This design comes from an exercise in tuning for small area, a short achievable clock period and few clock cycles per item on the open sky130 flow, not from production work. In this exercise RTL edits were held to simulation tests only and were not proved equivalent to the original.

## flow/design.v

```verilog
module fp32_mul (
    input  wire [31:0] a,
    input  wire [31:0] b,
    output reg  [31:0] y
);
    wire        sa = a[31];
    wire        sb = b[31];
    wire [7:0]  ea = a[30:23];
    wire [7:0]  eb = b[30:23];
    wire [22:0] fa = a[22:0];
    wire [22:0] fb = b[22:0];
    wire a_zero = (ea == 8'd0) && (fa == 23'd0);
    wire b_zero = (eb == 8'd0) && (fb == 23'd0);
    wire a_inf  = (ea == 8'hFF) && (fa == 23'd0);
    wire b_inf  = (eb == 8'hFF) && (fb == 23'd0);
    wire a_nan  = (ea == 8'hFF) && (fa != 23'd0);
    wire b_nan  = (eb == 8'hFF) && (fb != 23'd0);
    wire        sy = sa ^ sb;
    wire [23:0] ma = {(ea != 8'd0), fa};
    wire [23:0] mb = {(eb != 8'd0), fb};
    wire [9:0]  xa = (ea == 8'd0) ? 10'd1 : {2'b00, ea};
    wire [9:0]  xb = (eb == 8'd0) ? 10'd1 : {2'b00, eb};
    wire [47:0] prod = ma * mb;
    reg [5:0] lz;
    integer i;
    always @(*) begin
        lz = 6'd48;
        for (i = 0; i < 48; i = i + 1)
            if (prod[i]) lz = 6'd47 - i[5:0];
    end
    wire [47:0] pn = prod << lz;
    wire signed [11:0] e_norm = $signed({2'b00, xa}) + $signed({2'b00, xb})
                              - 12'sd126 - $signed({6'd0, lz});
    reg  [7:0]  e_field;
    reg  [23:0] m24;
    reg         g, st;
    reg  [31:0] packed_v;
    reg  [11:0] sh;
    reg  [71:0] wide;
    reg         ovf;
    always @(*) begin
        ovf   = 1'b0;
        wide  = 72'd0;
        sh    = 12'd0;
        if (e_norm >= 12'sd1) begin
            e_field = (e_norm >= 12'sd255) ? 8'hFF : e_norm[7:0];
            ovf     = (e_norm >= 12'sd255);
            m24     = pn[47:24];
            g       = pn[23];
            st      = |pn[22:0];
        end else begin
            sh      = 12'sd1 - e_norm;
            if (sh > 12'd50) sh = 12'd50;
            wide    = {pn, 24'd0} >> sh;
            e_field = 8'd0;
            m24     = wide[71:48];
            g       = wide[47];
            st      = |wide[46:0];
        end
        packed_v = {1'b0, e_field, m24[22:0]} + {31'd0, (g & (st | m24[0]))};
    end
    always @(*) begin
        if (a_nan || b_nan || (a_inf && b_zero) || (b_inf && a_zero))
            y = 32'h7FC00000;
        else if (a_inf || b_inf)
            y = {sy, 8'hFF, 23'd0};
        else if (a_zero || b_zero)
            y = {sy, 31'd0};
        else if (ovf)
            y = {sy, 8'hFF, 23'd0};
        else
            y = {sy, packed_v[30:0]};
    end
endmodule
module out_stage (
    input  wire        clk,
    input  wire        rst,           
    input  wire        cfg_we,
    input  wire [31:0] cfg_gain,      
    input  wire [1:0]  cfg_bits,      
    input  wire        cfg_rate_ok,   
    input  wire        sreset,
    input  wire        in_valid,
    output wire        in_ready,
    input  wire [31:0] in_data,
    output reg         out_valid,
    output reg  [31:0] out_data
);
    localparam [31:0] SEED_A = 32'd12345;
    localparam [31:0] SEED_B = 32'd67890;
    reg [31:0] og;
    reg [1:0]  obits;
    reg        rate_ok;
    reg [31:0] sa, sb;
    assign in_ready = 1'b1;
    wire [31:0] v;
    fp32_mul u_gain (.a(in_data), .b(og), .y(v));
    wire        v_big = (v[30:23] > 8'd127) || ((v[30:23] == 8'd127) && (v[22:0] != 23'd0));
    wire [31:0] c = v_big ? {v[31], 31'h3F800000} : v;
    wire [31:0] sa_n = sa * 32'd1664525 + 32'd1013904223;
    wire [31:0] sb_n = sb * 32'd22695477 + 32'd1;
    wire signed [25:0] na = $signed({2'b00, sa_n[31:8]}) - 26'sd8388608;
    wire signed [25:0] nb = $signed({2'b00, sb_n[31:8]}) - 26'sd8388608;
    wire signed [25:0] dd = na - nb;
    wire [4:0]  bits_m1 = (obits == 2'd0) ? 5'd15 : (obits == 2'd1) ? 5'd19 : 5'd23;
    wire [23:0] cm  = {(c[30:23] != 8'd0), c[22:0]};
    wire [7:0]  ce  = (c[30:23] == 8'd0) ? 8'd1 : c[30:23];
    wire signed [9:0] sh = $signed({2'b00, ce}) + $signed({5'd0, bits_m1}) - 10'sd126;
    reg  [48:0] mag;
    reg         rem;
    reg  [71:0] tmp;
    always @(*) begin
        tmp = 72'd0;
        if (sh >= 0) begin
            mag = {25'd0, cm} << sh[4:0];
            rem = 1'b0;
        end else if (sh < -10'sd24) begin
            mag = 49'd0;
            rem = (cm != 24'd0);
        end else begin
            tmp = {cm, 48'd0} >> (-sh);
            mag = {25'd0, tmp[71:48]};
            rem = (tmp[47:0] != 48'd0);
        end
    end
    wire signed [50:0] x = c[31] ? -$signed({2'b00, mag}) - $signed({50'd0, rem})
                                 :  $signed({2'b00, mag});
    wire signed [50:0] s = x + {{25{dd[25]}}, dd} + 51'sd8388608;
    wire signed [26:0] k = s[50:24];      
    wire        kneg = k[26];
    wire [26:0] kabs = kneg ? -k : k;
    reg  [4:0]  msb;
    integer i;
    always @(*) begin
        msb = 5'd0;
        for (i = 0; i < 25; i = i + 1)
            if (kabs[i]) msb = i[4:0];
    end
    wire [49:0] kn = {23'd0, kabs} << (5'd24 - msb);    
    wire [7:0]  qe = 8'd127 + {3'd0, msb} - {3'd0, bits_m1};
    wire [31:0] q  = (kabs == 27'd0) ? 32'd0 : {kneg, qe, kn[23:1]};
    wire [31:0] y = rate_ok ? q : {q[31], 31'd0};
    always @(posedge clk) begin
        if (rst) begin
            og        <= 32'h3FFF64C1;    
            obits     <= 2'd0;            
            rate_ok   <= 1'b0;            
            sa        <= SEED_A;
            sb        <= SEED_B;
            out_valid <= 1'b0;
            out_data  <= 32'd0;
        end else begin
            out_valid <= 1'b0;
            if (cfg_we) begin
                og      <= cfg_gain;
                obits   <= cfg_bits;
                rate_ok <= cfg_rate_ok;
            end
            if (sreset) begin
                sa <= SEED_A;
                sb <= SEED_B;
            end
            if (in_valid) begin
                sa        <= sa_n;
                sb        <= sb_n;
                out_valid <= 1'b1;
                out_data  <= y;
            end
        end
    end
endmodule
```

## flow/run.sh

```bash
#!/bin/bash
# synth_recipe.tcl (not shown) runs the flow's synth.tcl, then flattens the netlist and writes it again
# the make line also repeats each setting of config.mk as NAME=value (left out here)
make -C /OpenROAD-flow-scripts/flow DESIGN_CONFIG=/design/flow/config.mk WORK_HOME=/design/flow/orfs CLKGATE_MAP_FILE= SYNTH_SCRIPT=/design/flow/synth_recipe.tcl finish
```

## flow/config.mk

```make
export PLATFORM = sky130hd
export DESIGN_NAME = out_stage
export DESIGN_NICKNAME = out_stage
export VERILOG_FILES = /design/flow/design.v
export SDC_FILE = /design/flow/constraint.sdc
export NUM_CORES = 4
export LEC_CHECK = 0
export CAP_MARGIN = 20
export CORE_MARGIN = 2
export CORE_UTILIZATION = 40
export PLACE_DENSITY = 0.6
export SETUP_SLACK_MARGIN = 1.5
export SLEW_MARGIN = 20
```

## flow/constraint.sdc

```tcl
create_clock -name core_clock -period 45.0 [get_ports {clk}]
set_input_delay 9.0000 -clock core_clock [delete_from_list [all_inputs] [get_ports {clk}]]
set_output_delay 9.0000 -clock core_clock [all_outputs]
set_load 0.01 [all_outputs]
```

==> flow_summary.ini <==
[synth]
yosysTopAreaCell = fa_1
yosysSeqAreaShare_pct = 3.987
ys_ff_latch = 132
synth.area.top_cells = fa_1, ha_1, inv_1, and2_1, dfxtp_1
syn_area_per_cell_um2 = 7.889
mappedNetlistArea_um2 = 66280
ys_async_sr_fraction_pct = 0
netlist.area_leader.share_pct = 24.01
ys_types = 152
synth-edff-count = 0
syn_nets = 9992
synthFlopType = dfxtp_1
yosys_warnings = 2
synthCells = 8401

[placed_design]
gp_congestion = 1.015
place_inst = 10530
port_buffers = 104
dp_hpwl_mm = 210.6

[critical_path]
crit_top_cell = o21ai_0
cpPeakStageDelay_ns = 0.60
slowest_stage = fa_2
cp_max_fo = 30
cp-end-kind = flip-flop
worst-path-buf-inv = 11
startpoint_type = primary input
cp.required_ns = 45.43
arrival_ns = 42.04
crit_family = compound AO/OA/AOI/OAI gates
criticalPathCategory = primary input to flip-flop

[global_route]
antenna_found_initial = 3
grt_max_degree = 94
track_usage_pct = 30.11
grt_pass1_wl_mm = 395.0
grt_pass1_vias = 63190
gr-total-overflow = 0

[clock_tree]
numCtsBuffers = 17
clk_latency_ns = 0.52
root_buffer = clkbuf_16
path_clk_slew_ns = 0.07
cts_buffer_depth = 2
htree_levels = 4
tritoncts = yes
clock_sinks = 132

[detailed_routing]
vias_per_cell = 5.992
antenna_left = 0
num_vias = 63380
detail_route.iter0.violations = 7089
wl_per_cell_um = 24.29
dr.pass1.iters = 6
wirelength_mm = 257.0
drc_errors = 0

[layout]
layout_commonest_cell = inv_1
syn_to_final_growth_pct = 7.595
fillers = 16830
final_cells = 10580
layout_common_cells = inv_1, fa_1, ha_1
drive_gt1_share_pct = 7.297
fin_util_pct = 43.27
fin_nets = 9965

[run_status]
status = no timing/DRC/antenna violations

[min_path]
hold_path.class = flip-flop to flip-flop

[timing]
clock_skew_ns = 0.03704
finalCriticalPeriod_ns = 41.61
fin_crit_sh_pct = 92.46
setup_tns_ns = 0
max-slew-margin-rel_pct = 17.81
max_slew.worst_pin.slew_ns = 1.231
setup_violations = 0
fmax_mhz = 24.03
finalHoldViolCount = 0
drv_slew = 0
rsz0062_at_grt = false

[job]
maxCapViolations = 0

[floorplan]
start_util_pct = 40.22
io_pins = 106
dieHeight_um = 411.1
fp.dieArea_um2 = 169000
rows = 149
die_w_um = 411.1
core-area_um2 = 164800
## state kept, by name, indices dropped and copies added, names as in the netlist
register,cells
og,32
out_data,32
sa,32
sb,32
obits,2
out_valid,1
rate_ok,1
## cells in the mapped netlist (all sizes together) (32+ instances only)
cell type,count
inv,1287
fa,795
ha,724
nand2,627
and2,595
nor2,545
a21oi,420
o21ai,397
clkbuf,264
nor3,188
mux2i,185
xnor2,178
nand3,154
buf,143
a21o,137
dfxtp,132
o211ai,106
xor2,106
a211oi,92
o22ai,89
nand4,67
a22oi,64
a31oi,62
nor4,58
nand2b,55
o21a,53
o21bai,53
or2,52
and3,50
o31ai,45
or3,45
o32ai,42
a21boi,36
a32oi,35
nor2b,33
a221oi,32
## what timing repair did
action	in CTS	in global routing
resized for setup	15	131
hold endpoints to repair	0	0
setup endpoints to repair	25	32
setup buffers	2	12
hold buffers	0	0
pin swaps	1	13
gates cloned	0	1
## path summary, 6_finish.rpt
check | from | endpoint | slack (ns) | depth (start not counted)
min reg2reg | out_data[12] | out_data[12] | 0.46 | 2
min | out_data[12] | out_data[12] | 0.46 | 2
max reg2reg | og[10] | out_data[19] | 11.62 | 146
max | in_data[23] | out_data[19] | 3.39 | 146
## worst register-to-register path: cells and delay by family, from the launching register on
| family | cells | cell delay [ns] |
|---|---|---|
| multiplexers | 1 | 0.32 |
| XOR/XNOR | 4 | 1.08 |
| buffers and inverters | 13 | 1.46 |
| flip-flops | 1 | 1.13 |
| adder cells (fa/ha/maj) | 20 | 7.62 |
| AO/OA/AOI/OAI | 75 | 14.61 |
| AND/OR/NAND/NOR | 33 | 7.08 |
## per-layer routing
metal	routed length, um	track usage [%]	vias up
met1	116800	43.46	31470
met2	110000	45.80	2710
met5	13	0	-
li1	-	-	28710
met4	9948	10.18	2
met3	20150	4.297	494
## area by class of cell
| cell class | count | area, um^2 | area share (%) |
|---|---|---|---|
| Multi-Input combinational cell | 6571 | 57420 | 80.51 |
| Inverter | 1290 | 4852 | 6.804 |
| Timing Repair Buffer | 362 | 3043 | 4.267 |
| Tap cell | 2189 | 2739 | 3.841 |
| Sequential cell | 132 | 2644 | 3.707 |
| Clock buffer | 17 | 425.4 | 0.5965 |
| Clock inverter | 15 | 187.7 | 0.2632 |
| Antenna cell | 2 | 5.005 | 0.007018 |
## kinds of logic (layout without fill, tap and decap cells)
group	after synthesis	in the layout	share of synthesized area (%)
XOR/XNOR	284	284	3.776
buffers and inverters	1698	1684	10.38
AO/OA/AOI/OAI	1994	1994	21.05
flip-flops	132	132	3.987
other	1	3	0.005658
adder cells (fa/ha/maj)	1519	1519	37.68
AND/OR/NAND/NOR	2553	2553	19.60
multiplexers	220	220	3.515
## metrics by stage
step	setup WS [ns]	cell area [um^2]	hold WS (ns)
3_5_place_dp	-0.06496	69960	0.4418
2_1_floorplan	4.136	66280	0.4315
6_report	3.394	71310	0.4638
5_1_grt	1.376	71310	0.4847
3_3_place_gp	0.6677	69960	0.4404
4_1_cts	1.512	70650	0.4651
Testbench counts, summed over its fixed seeds: cycles 32,832, items 32,768.

-- re-timing with driven ports --
The flow's constraints put no driver on any port. The routed layout listed below was extracted and timed again, unchanged, in two steps.
Step 1 (the two cells are an assumption about what drives the block):
set clk [get_ports {clk}]
set_driving_cell -lib_cell sky130_fd_sc_hd__clkbuf_16 $clk
set_driving_cell -lib_cell sky130_fd_sc_hd__buf_2 [delete_from_list [all_inputs] $clk]
Step 2 times the ports against the registers' clock, not the clock port: input delays grow and output delays shrink by t, the midpoint of the rising clock arrivals with the driver on.
a / b / c = no drivers / after step 1 / after step 2; a / b = the first two.
t, ns: 0.582
setup slack, ns: 3.394 / 3.449 / 2.867
hold slack, ns: 0.464 / 0.464 / 0.464
worst setup path at the end: input to register
worst register clock-pin slew, ns: 0.10 / 0.10
After both steps this run still meets setup and hold. For this run, drivers alone change the setup slack by +0.055 ns; drivers and shift together by -0.527 ns.
